This design comes from an exercise in tuning for small area, a short achievable clock period and few clock cycles on the open sky130 flow, not from production work. The RTL was checked by simulation tests, not by an equivalence proof against the original design. Power figures rest on the tool's default switching activity, not on a simulated workload.

main:
Design lamb_lfo, start of the top module:
module lamb_lfo (
    input  wire        clk,
    input  wire        rst,           
    input  wire        cmd_valid,
    input  wire [7:0]  cmd,
    output reg         cmd_ready,
    input  wire [1:0]  sw_raw,
    input  wire [31:0] now_ms,
    input  wire        clk_active,
    input  wire [31:0] clk_period,
    input  wire [9:0]  knob_freq,
    input  wire [9:0]  knob_duty,
    output reg  [11:0] sample_q,
    output reg         sample_wr,
    output wire        range_ind,
    output reg         range_evt
);
    localparam [27:0] S_RES         = 28'd268369920;   
    localparam [28:0] S_RES2        = 29'd536739840;   
    localparam [11:0] OUT_RES       = 12'd4095;
    localparam [9:0]  ADC_MAX       = 10'd1023;
    localparam [24:0] LOW_SLOWEST   = 25'd20000000;
    localparam [24:0] HIGH_FASTEST  = 25'd250;
    localparam [31:0] CROSSOVER     = 32'd90000;
    localparam [31:0] MIN_CLK_PER   = 32'd1000;
    localparam [9:0]  DUTY_MIN      = 10'd102;
    localparam [9:0]  DUTY_MAX      = 10'd920;
    localparam [9:0]  RESET_DUTY    = 10'd511;
    localparam [9:0]  EDGE_DEADZONE = 10'd4;
    localparam [31:0] DEBOUNCE_MS   = 32'd50;
    localparam [27:0] RESET_INC     = 28'd268;         
    function [9:0] snap;
        input [9:0] k;
        begin
            if (k <= EDGE_DEADZONE)                snap = 10'd0;
            else if (k >= ADC_MAX - EDGE_DEADZONE) snap = ADC_MAX;
            else                                   snap = k;
        end
    endfunction
    reg        iv;
    reg [7:0]  ic;
    reg [1:0]  isw;
    reg [31:0] inow;
    reg        iext;              
    reg        icgt, iclt;        
    reg [31:0] icp;
    reg [9:0]  ikf, ikd;          
    always @(posedge clk) begin
        iv   <= cmd_valid && cmd_ready && !rst;
        ic   <= cmd;
        isw  <= sw_raw;
        inow <= now_ms;
        iext <= clk_active && (clk_period > MIN_CLK_PER);
        icgt <= clk_period > CROSSOVER;
        iclt <= clk_period < CROSSOVER;
        icp  <= clk_period;
        ikf  <= snap(knob_freq);
        ikd  <= snap(knob_duty);
    end
  ...
Size in the first run: roughly 7600 cells after synthesis, about 680 flip-flops.
Settings: LEC_CHECK=0, ABC_AREA=1, CAP_MARGIN=20, CORE_MARGIN=2, CORE_UTILIZATION=55, PLACE_DENSITY=0.65, SLEW_MARGIN=20, SYNTH_MEMORY_MAX_BITS=65536; clock period 12.0 ns.
standard.sh (not shown) runs the stock make flow with config.mk's settings and CLKGATE_MAP_FILE= SYNTH_SCRIPT=/design/flow/synth_recipe.tcl, a recipe that flattens the netlist after the stock synthesis.
==> flow/flow/run.sh <==
#!/bin/bash
# Layout flow: the standard ORFS layout (standard.sh, standard synthesis unchanged), with
# repair_timing asked to keep 7.7 ns of setup slack at the design's 12 ns clock, so that the
# resizer also works on paths that already meet 12 ns. Constraints and clock are the design's.
# The make output goes to standard.log; ORFS keeps each step's full log under orfs/logs/.
set -euo pipefail
bash standard.sh SETUP_SLACK_MARGIN=7.7 finish > standard.log 2>&1
Testbench counts of main, summed over its fixed seeds: cycles 154,460.
Inputs modified between main and the feature branch:
# main
export LEC_CHECK = 0
export ABC_AREA = 1
export CAP_MARGIN = 20
export CORE_MARGIN = 2
export CORE_UTILIZATION = 55
export PLACE_DENSITY = 0.65
export SLEW_MARGIN = 20
export SYNTH_MEMORY_MAX_BITS = 65536
create_clock -name core_clock -period 12.0 [get_ports {clk}]
# the feature branch
export LEC_CHECK = 0
export CAP_MARGIN = 20
export CORE_MARGIN = 2
export CORE_UTILIZATION = 65
export PLACE_DENSITY = 0.75
export SLEW_MARGIN = 20
export SYNTH_MEMORY_MAX_BITS = 65536
create_clock -name core_clock -period 12.0 [get_ports {clk}]
-- flow/flow/run.sh --
<<< main, line 3
# repair_timing asked to keep 7.7 ns of setup slack at the design's 12 ns clock, so that the
>>> the feature branch, line 3
# repair_timing asked to keep 8 ns of setup slack at the design's 12 ns clock, so that the
<<< main, line 7
bash standard.sh SETUP_SLACK_MARGIN=7.7 finish > standard.log 2>&1
>>> the feature branch, line 7
bash standard.sh SETUP_SLACK_MARGIN=8 finish > standard.log 2>&1
[summary]
- Relative to main, clock network power has decreased by about 3% in the feature branch.
- The feature branch — power consumption 8.2% higher, main as reference
- The feature branch supports a higher top clock frequency than main.
- Per the comparison of the feature branch with main, fraction of layout instances using a drive strength above 1 has increased, area added between synthesis and finish went up, proportion of synthesized flip-flops having asynchronous set or reset closely matched the old numbers, synthesized cell count lower.

[static timing again, ports no longer ideal]
No port has a modelled driver above. Below, the same layouts with a new extraction and two added sets of constraints.
Step 1 (the two cells are an assumption about what drives the block):
set clk [get_ports {clk}]
set_driving_cell -lib_cell sky130_fd_sc_hd__clkbuf_16 $clk
set_driving_cell -lib_cell sky130_fd_sc_hd__buf_2 [delete_from_list [all_inputs] $clk]
Step 2 times the ports against the registers' clock, not the clock port: input delays grow and output delays shrink by t, the midpoint of the rising clock arrivals with the driver on.
Three values: ideal ports, drivers, drivers and shift; two values: the first two.
run	shift t [ns]	slack for setup (ns)	worst setup path at the end	clock arrival spread, ns
main	0.764	7.616 / 7.616 / 7.227	input to register	0.050 / 0.050
the feature branch	0.754	7.898 / 7.898 / 7.366	input to register	0.053 / 0.054
After both steps setup and hold are still met in every run listed. The setup slack of the feature branch, which loses most, moves by 0.000 ns with the drivers and by -0.532 ns with both steps.
